From an optimization exercise on the open Yosys and OpenROAD flow, aimed at a short achievable clock period; shortcuts taken in it are not production practice.
Where RTL was checked, it was by simulation tests only, not by an equivalence proof against the original.
Power figures rest on the tool's default switching activity, not on a simulated workload.

==> inputs of run a <==
==> flow/design.v <==
module frame_check #(
    parameter [7:0] START = 8'hA5,
    parameter [7:0] STOP  = 8'h5A
) (
    input  wire [39:0] frame,
    output wire [1:0]  status,    
    output wire [7:0]  option,
    output wire [7:0]  value
);
    localparam [1:0] ST_OK           = 2'd0;
    localparam [1:0] ST_BAD_MARKER   = 2'd1;
    localparam [1:0] ST_BAD_CHECKSUM = 2'd2;
    wire [7:0] b0 = frame[39:32];
    wire [7:0] b1 = frame[31:24];
    wire [7:0] b2 = frame[23:16];
    wire [7:0] b3 = frame[15:8];
    wire [7:0] b4 = frame[7:0];
    wire [7:0] sum        = b1 + b2;
    wire       markers_ok = (b0 == START) && (b4 == STOP);
    wire       sum_ok     = (b3 == sum);
    assign status = !markers_ok ? ST_BAD_MARKER :
                    !sum_ok     ? ST_BAD_CHECKSUM : ST_OK;
    assign option = b1;
    assign value  = b2;
endmodule
module frame_codec_queue #(
    parameter [7:0] START = 8'hA5,
    parameter [7:0] STOP  = 8'h5A
) (
    input  wire        clk,
    input  wire        rst,
    input  wire        enq_valid,
    input  wire [7:0]  enq_data,
    input  wire        deq_req,
    output wire        deq_valid,
    output wire [39:0] deq_frame,
    output wire [1:0]  deq_status,
    output wire [7:0]  deq_option,
    output wire [7:0]  deq_value,
    output wire        empty,
    output reg         full,
    input  wire [7:0]  enc_option,
    input  wire [7:0]  enc_value,
    output wire [39:0] enc_frame,
    input  wire [39:0] dec_frame,
    output wire [1:0]  dec_status,
    output wire [7:0]  dec_option,
    output wire [7:0]  dec_value
);
    localparam [1:0] ST_NONE_AVAILABLE = 2'd3;
    reg [39:0] slot [0:3];    
    reg [1:0] wfi;
    reg [2:0] wbi;
    reg [1:0] rfi;
    assign empty     = !full && (wfi == rfi);
    assign deq_valid = !empty;
    assign deq_frame = slot[rfi];
    wire [1:0] head_status;
    frame_check #(.START(START), .STOP(STOP)) u_head_check (
        .frame  (deq_frame),
        .status (head_status),
        .option (deq_option),
        .value  (deq_value)
    );
    assign deq_status = empty ? ST_NONE_AVAILABLE : head_status;
    wire       do_deq     = deq_req && deq_valid;
    wire       do_enq     = enq_valid;
    wire       last_byte  = (wbi == 3'd4);
    wire [1:0] rfi_after  = do_deq ? rfi + 2'd1 : rfi;
    wire       full_after = (do_deq && rfi == wfi) ? 1'b0 : full;
    wire [1:0] wfi_next   = wfi + 2'd1;
    always @(posedge clk) begin
        if (rst) begin
            wfi  <= 2'd0;
            wbi  <= 3'd0;
            rfi  <= 2'd0;
            full <= 1'b0;
        end else begin
            rfi  <= rfi_after;
            full <= full_after;
            if (do_enq) begin
                if (last_byte) begin
                    wbi <= 3'd0;
                    wfi <= wfi_next;
                    if (wfi_next == rfi_after)
                        full <= 1'b1;
                end else begin
                    wbi <= wbi + 3'd1;
                end
            end
        end
    end
    genvar s, b;
    generate
        for (s = 0; s < 4; s = s + 1) begin : g_slot
            for (b = 0; b < 5; b = b + 1) begin : g_byte
                always @(posedge clk) begin
                    if (!rst && do_enq && wfi == s && wbi == b)
                        slot[s][39-8*b -: 8] <= enq_data;
                end
            end
        end
    endgenerate
    wire [7:0] enc_sum = enc_option + enc_value;
    assign enc_frame = {START, enc_option, enc_value, enc_sum, STOP};
    frame_check #(.START(START), .STOP(STOP)) u_dec_check (
        .frame  (dec_frame),
        .status (dec_status),
        .option (dec_option),
        .value  (dec_value)
    );
endmodule
==> flow/run.sh <==
#!/bin/bash
# synth_recipe.tcl (not shown) runs the flow's synth.tcl, then flattens the netlist and writes it again
# the make line also repeats each setting of config.mk as NAME=value (left out here)
make -C /OpenROAD-flow-scripts/flow DESIGN_CONFIG=/design/flow/config.mk WORK_HOME=/design/flow/orfs CLKGATE_MAP_FILE= SYNTH_SCRIPT=/design/flow/synth_recipe.tcl finish
==> flow/config.mk <==
export PLATFORM = sky130hd
export DESIGN_NAME = frame_codec_queue
export DESIGN_NICKNAME = frame_codec_queue
export VERILOG_FILES = /design/flow/design.v
export SDC_FILE = /design/flow/constraint.sdc
export NUM_CORES = 4
export LEC_CHECK = 0
export CAP_MARGIN = 20
export CORE_MARGIN = 2
export CORE_UTILIZATION = 40
export SLEW_MARGIN = 20
==> flow/constraint.sdc <==
create_clock -name core_clock -period 5.0 [get_ports {clk}]
set_input_delay 1.0000 -clock core_clock [delete_from_list [all_inputs] [get_ports {clk}]]
set_output_delay 1.0000 -clock core_clock [all_outputs]
set_load 0.01 [all_outputs]
==> run b (differences from run a) <==
==> flow/design.v, changed modules only <==
module frame_check #(
    parameter [7:0] START = 8'hA5,
    parameter [7:0] STOP  = 8'h5A
) (
    input  wire [39:0] frame,
    output wire [1:0]  status,    
    output wire [7:0]  option,
    output wire [7:0]  value
);
    wire [7:0] b0 = frame[39:32];
    wire [7:0] b1 = frame[31:24];
    wire [7:0] b2 = frame[23:16];
    wire [7:0] b3 = frame[15:8];
    wire [7:0] b4 = frame[7:0];
    wire [7:0] t     = b1 ^ b2;
    wire [7:0] carry = {(t[6:0] & ~b3[6:0]) | (~t[6:0] & b1[6:0]), 1'b0};
    wire [7:0] miss  = t ^ (b3 ^ carry);
    wire       sum_ok     = ~|miss;
    wire       markers_ok = (b0 == START) && (b4 == STOP);
    assign status = {markers_ok & ~sum_ok, ~markers_ok};
    assign option = b1;
    assign value  = b2;
endmodule
module frame_codec_queue #(
    parameter [7:0] START = 8'hA5,
    parameter [7:0] STOP  = 8'h5A
) (
    input  wire        clk,
    input  wire        rst,
    input  wire        enq_valid,
    input  wire [7:0]  enq_data,
    input  wire        deq_req,
    output wire        deq_valid,
    output wire [39:0] deq_frame,
    output wire [1:0]  deq_status,
    output wire [7:0]  deq_option,
    output wire [7:0]  deq_value,
    output wire        empty,
    output reg         full,
    input  wire [7:0]  enc_option,
    input  wire [7:0]  enc_value,
    output wire [39:0] enc_frame,
    input  wire [39:0] dec_frame,
    output wire [1:0]  dec_status,
    output wire [7:0]  dec_option,
    output wire [7:0]  dec_value
);
    localparam [1:0] ST_NONE_AVAILABLE = 2'd3;
    reg [39:0] slot [0:3];    
    reg [3:0]  wfi;           
    reg [4:0]  wbi;           
    reg [3:0]  rfi;           
    reg [39:0] head;          
    reg [39:0] nxt;           
    reg [1:0]  head_status;   
    reg        empty_r;       
    assign empty      = empty_r;
    assign deq_valid  = ~empty_r;
    assign deq_frame  = head;
    assign deq_status = head_status;
    assign deq_option = head[31:24];
    assign deq_value  = head[23:16];
    wire [3:0] rfi_inc  = {rfi[2:0], rfi[3]};
    wire [3:0] rfi_inc2 = {rfi[1:0], rfi[3:2]};
    wire [3:0] wfi_inc  = {wfi[2:0], wfi[3]};
    wire       hit_cur  = |(wfi & rfi);        
    wire       hit_nxt  = |(wfi & rfi_inc);    
    wire       hit_nxt2 = |(wfi & rfi_inc2);   
    wire       hit_prv  = |(wfi_inc & rfi);    
    wire do_deq = deq_req & ~empty_r;
    wire do_enq = enq_valid & ~rst;
    wire wrap   = do_enq & wbi[4];
    wire [3:0] rfi_n  = rst ? 4'b0001 : (do_deq ? rfi_inc : rfi);
    wire [3:0] wfi_n  = rst ? 4'b0001 : (wrap ? wfi_inc : wfi);
    wire [4:0] wbi_n  = rst ? 5'b00001 : (do_enq ? {wbi[3:0], wbi[4]} : wbi);
    wire       full_d = full & ~(do_deq & hit_cur);
    wire       meet   = do_deq ? hit_cur : hit_prv;          
    wire       full_n = ~rst & (full_d | (wrap & meet));
    wire       same_n = rst | (wrap == do_deq ? hit_cur : (wrap ? hit_prv : hit_nxt));
    wire       empty_n = ~full_n & same_n;
    wire [39:0] cur_slot  = head;
    wire [39:0] nxt2_slot = ({40{rfi_inc2[0]}} & slot[0]) | ({40{rfi_inc2[1]}} & slot[1]) |
                            ({40{rfi_inc2[2]}} & slot[2]) | ({40{rfi_inc2[3]}} & slot[3]);
    wire [39:0] head_base = rst ? slot[0] : (do_deq ? nxt : cur_slot);
    wire [39:0] nxt_base  = rst ? slot[1] : (do_deq ? nxt2_slot : nxt);
    wire        head_hit  = do_enq & (do_deq ? hit_nxt : hit_cur);
    wire        nxt_hit   = do_enq & (do_deq ? hit_nxt2 : hit_nxt);
    reg [39:0] head_n, nxt_n;
    integer i;
    always @(*) begin
        head_n = head_base;
        nxt_n  = nxt_base;
        for (i = 0; i < 5; i = i + 1) begin
            if (head_hit && wbi[i]) head_n[39-8*i -: 8] = enq_data;
            if (nxt_hit  && wbi[i]) nxt_n[39-8*i -: 8]  = enq_data;
        end
    end
    wire [1:0] head_check;
    frame_check #(.START(START), .STOP(STOP)) u_head_check (
        .frame  (head_n),
        .status (head_check),
        .option (),
        .value  ()
    );
    always @(posedge clk) begin
        rfi         <= rfi_n;
        wfi         <= wfi_n;
        wbi         <= wbi_n;
        full        <= full_n;
        empty_r     <= empty_n;
        head        <= head_n;
        nxt         <= nxt_n;
        head_status <= empty_n ? ST_NONE_AVAILABLE : head_check;
    end
    genvar s, b;
    generate
        for (s = 0; s < 4; s = s + 1) begin : g_slot
            for (b = 0; b < 5; b = b + 1) begin : g_byte
                always @(posedge clk) begin
                    if (do_enq && wfi[s] && wbi[b])
                        slot[s][39-8*b -: 8] <= enq_data;
                end
            end
        end
    endgenerate
    wire [7:0] enc_sum = enc_option + enc_value;
    assign enc_frame = {START, enc_option, enc_value, enc_sum, STOP};
    frame_check #(.START(START), .STOP(STOP)) u_dec_check (
        .frame  (dec_frame),
        .status (dec_status),
        .option (dec_option),
        .value  (dec_value)
    );
endmodule
==> flow/flow/run.sh (new file) <==
#!/bin/bash
# Standard ORFS layout, with Yosys's full-adder extraction turned off so that
# ABC maps the adders and the checksum logic as plain gates.
set -euo pipefail
bash standard.sh ADDER_MAP_FILE= finish > standard.log 2>&1
==> flow/standard.sh (new file) <==
#!/bin/bash
# synth_recipe.tcl (not shown) runs the flow's synth.tcl, then flattens the netlist and writes it again
# the make line also repeats each setting of config.mk as NAME=value (left out here)
make -C /OpenROAD-flow-scripts/flow DESIGN_CONFIG=/design/flow/config.mk WORK_HOME=/design/flow/orfs CLKGATE_MAP_FILE= SYNTH_SCRIPT=/design/flow/synth_recipe.tcl "${@:-finish}"
--- a/flow/config.mk
+++ b/flow/config.mk
@@ -8,4 +8,6 @@
 export CAP_MARGIN = 20
 export CORE_MARGIN = 2
 export CORE_UTILIZATION = 40
+export SETUP_SLACK_MARGIN = 2.5
 export SLEW_MARGIN = 20
+export TNS_END_PERCENT = 100
removed: flow/run.sh
==> run c (differences from run a) <==
==> flow/design.v, changed modules only <==
module frame_check #(
    parameter [7:0] START = 8'hA5,
    parameter [7:0] STOP  = 8'h5A
) (
    input  wire [39:0] frame,
    output wire [1:0]  status,    
    output wire [7:0]  option,
    output wire [7:0]  value
);
    wire [7:0] b0 = frame[39:32];
    wire [7:0] b1 = frame[31:24];
    wire [7:0] b2 = frame[23:16];
    wire [7:0] b3 = frame[15:8];
    wire [7:0] b4 = frame[7:0];
    wire [7:0] z = b1 ^ b2 ^ b3;
    wire [7:0] k = {(b1[6:0] & b2[6:0]) | ((b1[6:0] | b2[6:0]) & ~b3[6:0]), 1'b0};
    wire       sum_ok     = (z == k);
    wire       markers_ok = (b0 == START) && (b4 == STOP);
    assign status = {markers_ok & ~sum_ok, ~markers_ok};
    assign option = b1;
    assign value  = b2;
endmodule
module frame_codec_queue #(
    parameter [7:0] START = 8'hA5,
    parameter [7:0] STOP  = 8'h5A
) (
    input  wire        clk,
    input  wire        rst,
    input  wire        enq_valid,
    input  wire [7:0]  enq_data,
    input  wire        deq_req,
    output wire        deq_valid,
    output wire [39:0] deq_frame,
    output wire [1:0]  deq_status,
    output wire [7:0]  deq_option,
    output wire [7:0]  deq_value,
    output wire        empty,
    output reg         full,
    input  wire [7:0]  enc_option,
    input  wire [7:0]  enc_value,
    output wire [39:0] enc_frame,
    input  wire [39:0] dec_frame,
    output wire [1:0]  dec_status,
    output wire [7:0]  dec_option,
    output wire [7:0]  dec_value
);
    localparam [1:0] ST_NONE_AVAILABLE = 2'd3;
    reg [39:0] slot [0:3];    
    reg [1:0]  wfi;
    reg [2:0]  wbi;
    reg [1:0]  rfi;
    reg [39:0] head;          
    reg [1:0]  head_status;   
    reg        empty_r;       
    assign empty      = empty_r;
    assign deq_valid  = ~empty_r;
    assign deq_frame  = head;
    assign deq_status = head_status;
    assign deq_option = head[31:24];
    assign deq_value  = head[23:16];
    wire       do_deq     = deq_req & ~empty_r;
    wire       do_enq     = enq_valid & ~rst;
    wire       last_byte  = (wbi == 3'd4);
    wire [1:0] rfi_inc    = rfi + 2'd1;
    wire [1:0] wfi_inc    = wfi + 2'd1;
    wire [1:0] rfi_after  = do_deq ? rfi_inc : rfi;
    wire       full_after = (do_deq && rfi == wfi) ? 1'b0 : full;
    wire       wrap       = do_enq & last_byte;
    wire [1:0] rfi_n  = rst ? 2'd0 : rfi_after;
    wire [1:0] wfi_n  = rst ? 2'd0 : (wrap ? wfi_inc : wfi);
    wire [2:0] wbi_n  = rst ? 3'd0 : (do_enq ? (last_byte ? 3'd0 : wbi + 3'd1) : wbi);
    wire       full_n = rst ? 1'b0 : ((wrap && wfi_inc == rfi_after) ? 1'b1 : full_after);
    wire [39:0] cur_slot = slot[rfi];
    wire [39:0] nxt_slot = slot[rfi_inc];
    wire        hit_cur  = (wfi == rfi);
    wire        hit_nxt  = (wfi == rfi_inc);
    wire [39:0] base_n = rst ? slot[0] : (do_deq ? nxt_slot : cur_slot);
    wire        hit_n  = rst ? 1'b0 : (do_deq ? hit_nxt : hit_cur);
    reg  [39:0] head_n;
    integer i;
    always @(*) begin
        head_n = base_n;
        for (i = 0; i < 5; i = i + 1)
            if (do_enq && hit_n && wbi == i)
                head_n[39-8*i -: 8] = enq_data;
    end
    wire        empty_n = ~full_n & (wfi_n == rfi_n);
    wire [1:0]  head_check;
    frame_check #(.START(START), .STOP(STOP)) u_head_check (
        .frame  (head_n),
        .status (head_check),
        .option (),
        .value  ()
    );
    always @(posedge clk) begin
        rfi         <= rfi_n;
        wfi         <= wfi_n;
        wbi         <= wbi_n;
        full        <= full_n;
        empty_r     <= empty_n;
        head        <= head_n;
        head_status <= empty_n ? ST_NONE_AVAILABLE : head_check;
    end
    genvar s, b;
    generate
        for (s = 0; s < 4; s = s + 1) begin : g_slot
            for (b = 0; b < 5; b = b + 1) begin : g_byte
                always @(posedge clk) begin
                    if (do_enq && wfi == s && wbi == b)
                        slot[s][39-8*b -: 8] <= enq_data;
                end
            end
        end
    endgenerate
    wire [7:0] enc_sum = enc_option + enc_value;
    assign enc_frame = {START, enc_option, enc_value, enc_sum, STOP};
    frame_check #(.START(START), .STOP(STOP)) u_dec_check (
        .frame  (dec_frame),
        .status (dec_status),
        .option (dec_option),
        .value  (dec_value)
    );
endmodule
--- a/flow/config.mk
+++ b/flow/config.mk
@@ -5,7 +5,11 @@
 export SDC_FILE = /design/flow/constraint.sdc
 export NUM_CORES = 4
 export LEC_CHECK = 0
+export ABC_CLOCK_PERIOD_IN_PS = 1000
 export CAP_MARGIN = 20
 export CORE_MARGIN = 2
 export CORE_UTILIZATION = 40
+export GPL_TIMING_DRIVEN = 1
+export SETUP_SLACK_MARGIN = 2.5
 export SLEW_MARGIN = 20
+export TNS_END_PERCENT = 100
==> results.txt <==
The highest sequential share of layout area belongs to run a, the lowest to run c. Clock power: run a is lower than run b (about 30%). Area after synthesis, lowest first: run a, run c, run b. Setup slack: run a < run b < run c. Die area: run a < run c < run b. Maximum frequency: run a is lower than run c (20%).
==> figures <==
quantity	run b	run c	run a
Run status	complete, no violations	complete, no violations	complete, no violations
Sequential cell area in the final layout	0.00718 mm2	0.00584 mm2	0.00497 mm2
Post-Place Cells	1472	1235	985
Per-instance average area after synthesis	12.0 um2	12.7 um2	13.5 um2
Shortest clock period the worst path allows after layout	4120 ps	3730 ps	4690 ps
Max Freq	243 MHz	268 MHz	213 MHz
Non-filler cells in the finished layout	1560	1324	1020
Vias in the first global route	8443	7195	5158
DIE AREA	0.0315 mm2	0.0267 mm2	0.0215 mm2
Crit share post-route	82.5%	74.6%	93.9%
Setup repair after global routing missed its margin	yes	yes	no
WP data arrival	3120 ps	4120 ps	3690 ps
Ratio of cells with drive above 1 in the final layout	27.2%	28.2%	7.87%
Portion of the layout cell area used by non-clock buffers	14.3%	17.0%	17.3%
The RTL of run a was laid out without a check of its function.

[re-timing with driven ports]
The results above use ideal ports. As a check the final layouts listed here were re-extracted and re-timed, cells and wires unchanged.
Step 1: set_driving_cell puts a clkbuf_16 on clk and a buf_2 on each other input, an assumption about the parent block.
Step 2 moves the port delays by t, midway between the first and last clock arrival at a register: inputs arrive t later, outputs are due t later. That takes back most of the time a late clock gives input paths.
Three values: no drivers, after step 1, after step 2; two values: the first two.
| run | shift t [ns] | slack for setup (ns) | worst setup path after step 2 |
|---|---|---|---|
| run a | 0.458 | 0.307 / 0.266 / 0.394 | input to output |
| run b | 0.560 | 0.877 / 0.841 / 0.841 | input to output |
| run c | 0.550 | 1.268 / 1.268 / 0.726 | input to register |
After both steps setup and hold are still met in every run listed. For run c, which loses most, drivers alone change the setup slack by 0.000 ns; drivers and shift together by -0.542 ns.
